From an optimization exercise on the open Yosys and OpenROAD flow, aimed at small area, a short achievable clock period and few clock cycles; shortcuts taken in it are not production practice. Where RTL was checked, it was by simulation tests only, not by an equivalence proof against the original. Power is estimated from default activity; no workload was simulated.

## run a
// passende_enc
module passende_enc (
    input  wire        clk,
    input  wire        rst,             
    input  wire [6:0]  cfg_dpg,
    input  wire [1:0]  cfg_round,       
    input  wire [5:0]  cfg_mask_len,
    input  wire [62:0] cfg_mask,
    input  wire        cmd_valid,
    output wire        cmd_ready,
    input  wire [7:0]  cmd,
    input  wire [31:0] op_min,
    input  wire [31:0] op_max,
    input  wire [31:0] op_val,
    input  wire [31:0] op_n,
    output wire        rsp_valid,
    input  wire        rsp_ready,
    output wire [1:0]  rsp_kind,
    output wire [31:0] rsp_cnt,
    output wire        out_valid,
    input  wire        out_ready,
    output wire [7:0]  out_char
);
export LEC_CHECK = 0
export CAP_MARGIN = 20
export CORE_MARGIN = 2
export CORE_UTILIZATION = 25
export PLACE_DENSITY = 0.5
export SETUP_SLACK_MARGIN = 5
export SLEW_MARGIN = 20
create_clock -name core_clock -period 10.0 [get_ports {clk}]
standard.sh (not shown) runs the stock make flow with config.mk's settings and CLKGATE_MAP_FILE= SYNTH_SCRIPT=/design/flow/synth_recipe.tcl, a recipe that flattens the netlist after the stock synthesis.
==> flow/flow/run.sh <==
#!/bin/bash
set -euo pipefail
bash standard.sh SETUP_SLACK_MARGIN=6 finish > standard_flow.log 2>&1
Run a: all stages complete, timing, DRC and antenna checks passed
Testbench counts of run a, summed over its fixed seeds: cycles 16,110.
> inputs changed (run a -> run b)
--- a/flow/design.v
+++ b/flow/design.v
@@ -198,16 +198,13 @@
         t        = need;
         has_work = 1'b0;
         last     = 1'b0;
         RW       = 5'd0;
         src_dat  = 1'b0;
         src_chk  = 1'b0;
-        if (idle & is_result) begin
-            RW       = pc ? RWc : 5'd0;
-            src_chk  = pc;
-        end else if (idle) begin
+        if (idle) begin
             ge       = (nbits == 3'd4);
             t        = 3'd1;
             RW       = {is_wbit ? cmd[4] : RWc[4], 4'b0000};
             src_dat  = is_wbit;
             src_chk  = ~is_wbit;
         end else case (mode)
@@ -239,17 +236,16 @@
     wire [2:0] nsum   = nbits + t;
     wire [4:0] keep   = ~(5'b11111 >> nsum);
     wire [4:0] sacc_p = sym & keep;
     wire       dpg_on = (dpg != 7'd0);
     wire       sep_c  = dpg_on & ~rem_nz & started;
     wire [6:0] rem_c  = (rem_nz ? rem : dpg) - 7'd1;
-    wire [2:0] tc = idle ? 3'd1 : t;
-    wire [4:0] xd = RW >> (3'd5 - tc);
+    wire [4:0] xd = RW >> (3'd5 - t);
     reg  [31:0] crc_sh;
     always @* begin
-        case (tc)
+        case (t)
         3'd1:    crc_sh = crc >> 1;
         3'd2:    crc_sh = crc >> 2;
         3'd3:    crc_sh = crc >> 3;
         3'd4:    crc_sh = crc >> 4;
         default: crc_sh = crc >> 5;
         endcase
@@ -293,13 +289,13 @@
         6'd4: begin mlen_i = 6'd8; for (q = 0; q < 8; q = q + 1) mask_i[q] = cfg_mask[q % 4]; end
         default: ;
         endcase
     end
     wire can_push = ~ov | (out_ready & ~osep);
     wire fire     = run & has_work & can_push;
-    wire step     = fire | (accept & (is_wbit | is_wchk | (is_result & pad_work)));
+    wire step     = fire | (accept & (is_wbit | is_wchk));
     assign cmd_ready = idle;
     assign rsp_valid = (state == S_RSP);
     assign rsp_kind  = {1'b0, kind};
     assign rsp_cnt   = ccount;
     assign out_valid = ov;
     assign out_char  = osep ? 8'h20 : ochar;
Findings:
Run a -> run b: synthesized cell count increased slightly
Between run a and run b, the flow reports internal power contribution decreasing by more than 10%.
sky130_fd_sc_hd__dfxtp_4 as the master of the slowest instance on the critical path was reported by run b, and sky130_fd_sc_hd__or4_4 by run a.
Compared with run a, in run b via count decreased about 2.5%, clock-buffer cell count decreased 3, part of the total power dissipated in combinational logic decreased 5.0 points, routed wire length decreased 6.3%.
Looking at the reports, run b completed the entire flow and the layout it produced met the timing, design-rule and antenna checks.
Run a completed end to end with timing, DRC and antenna clean.
Only the layout flow was run in run b; the RTL was not checked for function there.

========
passende_enc, a different RTL version from the one above (not shown whole).
For scale: about 260 flip-flops, roughly 260 I/O pins, ~25,000 sq um of cells after synthesis.
## passende_enc
module passende_enc (
    input  wire        clk,
    input  wire        rst,             
    input  wire [6:0]  cfg_dpg,
    input  wire [1:0]  cfg_round,       
    input  wire [5:0]  cfg_mask_len,
    input  wire [62:0] cfg_mask,
    input  wire        cmd_valid,
    output wire        cmd_ready,
    input  wire [7:0]  cmd,
    input  wire [31:0] op_min,
    input  wire [31:0] op_max,
    input  wire [31:0] op_val,
    input  wire [31:0] op_n,
    output wire        rsp_valid,
    input  wire        rsp_ready,
    output wire [1:0]  rsp_kind,
    output wire [31:0] rsp_cnt,
    output wire        out_valid,
    input  wire        out_ready,
    output wire [7:0]  out_char
);
    localparam [31:0] POLY = 32'hEDB88320;
    localparam [3:0] S_IDLE = 4'b0001;    
    localparam [3:0] S_PREP = 4'b0010;    
    localparam [3:0] S_RUN  = 4'b0100;    
    localparam [3:0] S_RSP  = 4'b1000;    
    localparam [1:0] M_DATA  = 2'd0;
    localparam [1:0] M_CHECK = 2'd1;
    localparam [1:0] M_PAD   = 2'd2;
    reg [62:0] mask;
    reg [5:0]  mlen;            
    reg [6:0]  dpg;
    reg        pg;              
    reg        pc;              
    reg [31:0] crc;
    reg [4:0]  pa;              
    reg [31:0] ccount;          
    reg [5:0]  cs;              
    reg [4:0]  sacc;            
    reg [4:0]  nb;              
    reg [6:0]  rem;             
    reg        started;         
    reg [3:0]  state;
    reg [1:0]  mode;
    reg [31:0] cnt;             
    reg [31:0] vlow;            
    reg        vneg;            
    reg        vgt;             
    reg        vswp;            
    reg        negA;            
    reg        gtA;             
    reg [5:0]  da;              
    reg        dvalid;          
    reg        kind;
    reg        ov;
    reg        osep;
    reg [7:0]  ochar;
    function [7:0] sym_char;
        input [4:0] v;
        begin
            if (v < 5'd26)
                sym_char = 8'h41 + {3'b000, v};
            else case (v)
                5'd26:   sym_char = "2";
  ...
clock: 10.0 ns
lec_check: 0
cap_margin: 20
core_margin: 2
core_utilization: 25
place_density: 0.5
setup_slack_margin: 5
slew_margin: 20
tns_end_percent: 5
==> flow/flow/run.sh <==
#!/bin/bash
set -euo pipefail
bash standard.sh SETUP_SLACK_MARGIN=5.5 finish > standard_flow.log 2>&1
Next try:
--- a/flow/design.v
+++ b/flow/design.v
@@ -260,13 +260,15 @@
     wire [31:0] crc_step = crc_sh ^ crc_g(xd);
     wire [28:0] cc_hi1  = ccount[31:3] + 29'd1;
     wire [3:0]  cc0     = {1'b0, ccount[2:0]};
     wire [3:0]  cc_loe  = ({4{th[1]}} & (cc0 + 4'd1)) | ({4{th[2]}} & (cc0 + 4'd2)) |
                           ({4{th[3]}} & (cc0 + 4'd3)) | ({4{th[4]}} & (cc0 + 4'd4)) |
                           ({4{th[5]}} & (cc0 + 4'd5));
+    wire [31:0] cc_e    = {cc_loe[3] ? cc_hi1 : ccount[31:3], cc_loe[2:0]};
     wire [3:0]  cc_lo1  = cc0 + 4'd1;
+    wire [31:0] cc_1    = {cc_lo1[3] ? cc_hi1 : ccount[31:3], cc_lo1[2:0]};
     wire [4:0]  pa_z    = ({5{nb[0]}} & pa)          | ({5{nb[1]}} & (pa + 5'd1)) |
                           ({5{nb[2]}} & (pa + 5'd2)) | ({5{nb[3]}} & (pa + 5'd3)) |
                           ({5{nb[4]}} & (pa + 5'd4));
     wire [4:0]  pa_dp   = ({5{nbp[1]}} & 5'd31) | ({5{nbp[2]}} & 5'd30) |
                           ({5{nbp[3]}} & 5'd29) | ({5{nbp[4]}} & 5'd28);
     wire [4:0]  pa_d1   = ({5{nb[0]}} & 5'd31) | ({5{nb[1]}} & 5'd30) |
@@ -279,17 +281,20 @@
     wire [3:0]  cn_lo   = ({4{nd[1]}} & (cn0 - 4'd1)) | ({4{nd[2]}} & (cn0 - 4'd2)) |
                           ({4{nd[3]}} & (cn0 - 4'd3)) | ({4{nd[4]}} & (cn0 - 4'd4)) |
                           ({4{nd[5]}} & (cn0 - 4'd5));
     wire [31:0] cn_e    = {cn_lo[3] ? cn_hi1 : cnt[31:3], cn_lo[2:0]};
     wire        dvl_e   = (da[5:3] != 3'd0) | (da[2] & (da[1] | da[0]));    
     wire [5:0] cs_5 = (mr > 6'd5) ? (cs + 6'd5) : (6'd5 - mr);
+    wire [7:0] char_e = sym_char(sym);
     wire       c_1    = |({nb[0], nb[1], nb[2], nb[3], nb[4]} & RWc);
     wire       m_1    = |({nb[0], nb[1], nb[2], nb[3], nb[4]} & MW);
     wire       b_in   = is_wbit ? cmd[4] : c_1;
     wire       w1     = b_in ^ m_1;
     wire       full1  = nb[4];
+    wire [7:0] char_0 = sym_char(sacc);
+    wire [7:0] char_1 = sym_char(sacc | 5'd1);
     wire [4:0] one_n  = {nb[0], nb[1], nb[2], nb[3], nb[4]};
     wire [31:0] crc_1 = (crc >> 1) ^ (cmd[4] ? POLY : 32'd0);
     wire [32:0] A = {cmd[5] & op_min[31], op_min};
     wire [32:0] B = {cmd[5] & op_max[31], op_max};
     wire [32:0] V = {cmd[5] & op_val[31], op_val};
     wire [33:0] sBA = sub33(B, A);
@@ -318,15 +323,12 @@
         endcase
     end
     wire can_push = ~ov | (out_ready & ~osep);
     wire fire     = run & has_work & can_push;
     wire step_e   = fire | (accept & is_result & pad_work);
     wire step_1   = accept & (is_wbit | is_wchk);
-    wire [7:0]  char_e  = sym_char(step_1 ? {sacc[4:1], w1} : sym);
-    wire [3:0]  cc_lo   = step_1 ? cc_lo1 : cc_loe;
-    wire [31:0] cc_next = {cc_lo[3] ? cc_hi1 : ccount[31:3], cc_lo[2:0]};
     assign cmd_ready = idle;
     assign rsp_valid = state[3];
     assign rsp_kind  = {1'b0, kind};
     assign rsp_cnt   = ccount;
     assign out_valid = ov;
     assign out_char  = osep ? 8'h20 : ochar;
@@ -354,13 +356,13 @@
             if (step_e) begin
                 if (src_dat) begin
                     crc <= crc_step;
                     pa  <= ge ? 5'd0 : pa_dp;
                 end else if (src_chk) begin
                     if (ge) pa <= pa + 5'd5;
-                    ccount <= cc_next;
+                    ccount <= cc_e;
                 end else begin
                     pa  <= pa_z;
                 end
                 if (emode == M_CHECK) cnt <= cn_e;
                 if (emode == M_DATA) begin
                     da     <= da - 6'd5;
@@ -383,23 +385,23 @@
             if (step_1) begin
                 if (is_wbit) begin
                     crc <= crc_1;
                     pa  <= full1 ? 5'd0 : pa_d1;
                 end else begin
                     if (full1) pa <= pa + 5'd5;
-                    ccount <= cc_next;
+                    ccount <= cc_1;
                 end
                 if (full1) begin
                     if (mask_on) cs <= cs_5;
                     sacc  <= 5'd0;
                     nb    <= 5'b00001;
                     if (dpg_on) rem <= rem_c;
                     started <= 1'b1;
                     ov    <= 1'b1;
                     osep  <= sep_c;
-                    ochar <= char_e;
+                    ochar <= w1 ? char_1 : char_0;
                 end else begin
                     sacc  <= w1 ? (sacc | one_n) : sacc;
                     nb    <= {nb[3:0], 1'b0};
                 end
             end
             case (1'b1)
After rerunning: Setup slack hardly moves; cell count rose by 2.0%; die area hardly moves; first-iteration DRC count fell by 3.8%; wire length fell by 1.5%; cell area rose by 2.0%; clock-buffer cell count fell by 8; total power fell by 3.5%; core utilization rose by 0.60 points; global-route usage fell by 0.59 points; via count fell by 0.57%; synthesized cell count rose by 2.1%; register-to-register slack improves by 0.12 ns; flip-flop and latch count does not change.
Testbench counts after the change, summed over its fixed seeds: cycles 16,110.
For the first run of this note, only the layout was checked, not whether the RTL still works.

========
Setup of run C:
passende_enc, a different RTL version from the one above (not shown whole).
For scale: about 2900 cells after synthesis, roughly 260 I/O pins.
Settings: LEC_CHECK=0, CAP_MARGIN=20, CORE_MARGIN=2, CORE_UTILIZATION=25, CTS_CLUSTER_DIAMETER=80, CTS_CLUSTER_SIZE=30, PLACE_DENSITY=0.5, SETUP_SLACK_MARGIN=5, SLEW_MARGIN=20, TNS_END_PERCENT=5; clock period 10.0 ns.
Scripts as last shown in full above: flow/flow/run.sh
Setup changes, run C to run D
--- a/flow/design.v
+++ b/flow/design.v
@@ -257,15 +257,17 @@
                          ({32{th[5]}} & (crc >> 5));
     wire [31:0] crc_step = crc_sh ^ crc_g(xd);
     wire [28:0] cc_hi1  = ccount[31:3] + 29'd1;
     wire [3:0]  cc0     = {1'b0, ccount[2:0]};
     wire [3:0]  cc_loe  = ({4{th[1]}} & (cc0 + 4'd1)) | ({4{th[2]}} & (cc0 + 4'd2)) |
                           ({4{th[3]}} & (cc0 + 4'd3)) | ({4{th[4]}} & (cc0 + 4'd4)) |
                           ({4{th[5]}} & (cc0 + 4'd5));
+    wire [31:0] cc_e    = {cc_loe[3] ? cc_hi1 : ccount[31:3], cc_loe[2:0]};
     wire [3:0]  cc_lo1  = cc0 + 4'd1;
+    wire [31:0] cc_1    = {cc_lo1[3] ? cc_hi1 : ccount[31:3], cc_lo1[2:0]};
     wire [4:0]  pa_z    = ({5{nb[0]}} & pa)          | ({5{nb[1]}} & (pa + 5'd1)) |
                           ({5{nb[2]}} & (pa + 5'd2)) | ({5{nb[3]}} & (pa + 5'd3)) |
                           ({5{nb[4]}} & (pa + 5'd4));
     wire [4:0]  pa_dp   = ({5{nbp[1]}} & 5'd31) | ({5{nbp[2]}} & 5'd30) |
                           ({5{nbp[3]}} & 5'd29) | ({5{nbp[4]}} & 5'd28);
     wire [4:0]  pa_d1   = ({5{nb[0]}} & 5'd31) | ({5{nb[1]}} & 5'd30) |
                           ({5{nb[2]}} & 5'd29) | ({5{nb[3]}} & 5'd28);
@@ -276,19 +278,22 @@
     wire [3:0]  cn0     = {1'b0, c3};
     wire [3:0]  cn_lo   = ({4{nd[1]}} & (cn0 - 4'd1)) | ({4{nd[2]}} & (cn0 - 4'd2)) |
                           ({4{nd[3]}} & (cn0 - 4'd3)) | ({4{nd[4]}} & (cn0 - 4'd4)) |
                           ({4{nd[5]}} & (cn0 - 4'd5));
     wire [31:0] cn_e    = {cn_lo[3] ? cn_hi1 : cnt[31:3], cn_lo[2:0]};
     wire        dvl_e   = (da[5:3] != 3'd0) | (da[2] & (da[1] | da[0]));    
     wire [5:0] cs_5 = (mr > 6'd5) ? (cs + 6'd5) : (6'd5 - mr);
+    wire [7:0] char_e = sym_char(sym);
     wire       c_1    = |({nb[0], nb[1], nb[2], nb[3], nb[4]} & RWc);
     wire       m_1    = |({nb[0], nb[1], nb[2], nb[3], nb[4]} & MW);
     wire       b_in   = is_wbit ? cmd[4] : c_1;
     wire       w1     = b_in ^ m_1;
     wire       full1  = nb[4];
+    wire [7:0] char_0 = sym_char(sacc);
+    wire [7:0] char_1 = sym_char(sacc | 5'd1);
     wire [4:0] one_n  = {nb[0], nb[1], nb[2], nb[3], nb[4]};
     wire [31:0] crc_1 = (crc >> 1) ^ (cmd[4] ? POLY : 32'd0);
     wire [32:0] A = {cmd[5] & op_min[31], op_min};
     wire [32:0] B = {cmd[5] & op_max[31], op_max};
     wire [32:0] V = {cmd[5] & op_val[31], op_val};
     wire [33:0] sBA = sub33(B, A);
     wire [33:0] sVA = sub33(V, A);
@@ -318,17 +323,14 @@
         default: ;
         endcase
     end
     wire can_push = ~ov | (out_ready & ~osep);
     wire fire     = run & has_work & can_push;
     wire step_e   = fire | (accept & is_result & pad_work);
     wire step_1   = accept & (is_wbit | is_wchk);
-    wire [7:0]  char_e  = sym_char(step_1 ? {sacc[4:1], w1} : sym);
-    wire [3:0]  cc_lo   = step_1 ? cc_lo1 : cc_loe;
-    wire [31:0] cc_next = {cc_lo[3] ? cc_hi1 : ccount[31:3], cc_lo[2:0]};
     assign cmd_ready = idle;
     assign rsp_valid = state[3];
     assign rsp_kind  = {1'b0, kind};
     assign rsp_cnt   = ccount;
     assign out_valid = ov;
     assign out_char  = osep ? 8'h20 : ochar;
     always @(posedge clk) begin
@@ -354,15 +356,15 @@
             end
             if (step_e) begin
                 if (src_dat) begin
                     crc <= crc_step;
                     pa  <= ge ? 5'd0 : pa_dp;
                 end else if (src_chk) begin
                     if (ge) pa <= pa + 5'd5;
-                    ccount <= cc_next;
+                    ccount <= cc_e;
                 end else begin
                     pa  <= pa_z;
                 end
                 if (emode == M_CHECK) cnt <= cn_e;
                 if (emode == M_DATA) begin
                     da     <= da - 6'd5;
                     dvalid <= ge & dvl_e;
@@ -383,25 +385,25 @@
             end
             if (step_1) begin
                 if (is_wbit) begin
                     crc <= crc_1;
                     pa  <= full1 ? 5'd0 : pa_d1;
                 end else begin
                     if (full1) pa <= pa + 5'd5;
-                    ccount <= cc_next;
+                    ccount <= cc_1;
                 end
                 if (full1) begin
                     if (mask_on) cs <= cs_5;
                     sacc  <= 5'd0;
                     nb    <= 5'b00001;
                     if (dpg_on) rem <= rem_c;
                     started <= 1'b1;
                     ov    <= 1'b1;
                     osep  <= sep_c;
-                    ochar <= char_e;
+                    ochar <= w1 ? char_1 : char_0;
                 end else begin
                     sacc  <= w1 ? (sacc | one_n) : sacc;
                     nb    <= {nb[3:0], 1'b0};
                 end
             end
             case (1'b1)
             state[0]: if (cmd_valid) begin
### Flow results
| number of logic stages on the critical path including buffering | run D vs run C | 4 lower |
Re number of cells in the design after placement: run C and run D aren't equal, and the higher value belongs to run D.
From run C to run D the numbers moved as follows: initial core utilization essentially unchanged, layout-stage area growth over the synthesis result fell by 1.1 points, length of routed met3 wiring has increased, share of layout cells above drive strength 1 -0.32 points, worst hold margin shows no meaningful change.
Testbench counts of run D, summed over its fixed seeds: cycles 16,110.
The RTL of run C was laid out without a check of its function.

## port drivers added, routing unchanged
Ports are ideal in the flow. The routed layouts listed here were re-timed in OpenROAD. Step 1: set_driving_cell puts a clkbuf_16 on clk and a buf_2 on each other input, an assumption about the parent block. Step 2 moves the port delays by t, midway between the first and last clock arrival at a register: inputs arrive t later, outputs are due t later. That takes back most of the time a late clock gives input paths. Three values: ideal ports, drivers, drivers and shift; two values: the first two.
| run | shift t [ns] | slack for setup (ns) | clock arrival spread, ns | cell pins on the clock port's net |
|---|---|---|---|---|
| run a | 0.635 | 4.815 / 4.847 / 4.212 | 0.026 / 0.025 | 1 |
| run b | 0.621 | 5.127 / 5.127 / 4.542 | 0.036 / 0.035 | 1 |
| the first run of note 2 | 0.638 | 5.402 / 5.431 / 4.793 | 0.028 / 0.028 | 1 |
| the second run of note 2 | 0.615 | 5.400 / 5.318 / 4.703 | 0.013 / 0.013 | 1 |
| run C | 0.680 | 5.345 / 5.381 / 4.700 | 0.037 / 0.037 | 1 |
| run D | 0.669 | 5.559 / 5.534 / 4.865 | 0.035 / 0.035 | 1 |
After both steps every run listed still meets setup and hold. For the second run of note 2, which loses most, drivers alone change the setup slack by -0.082 ns; drivers and shift together by -0.697 ns.
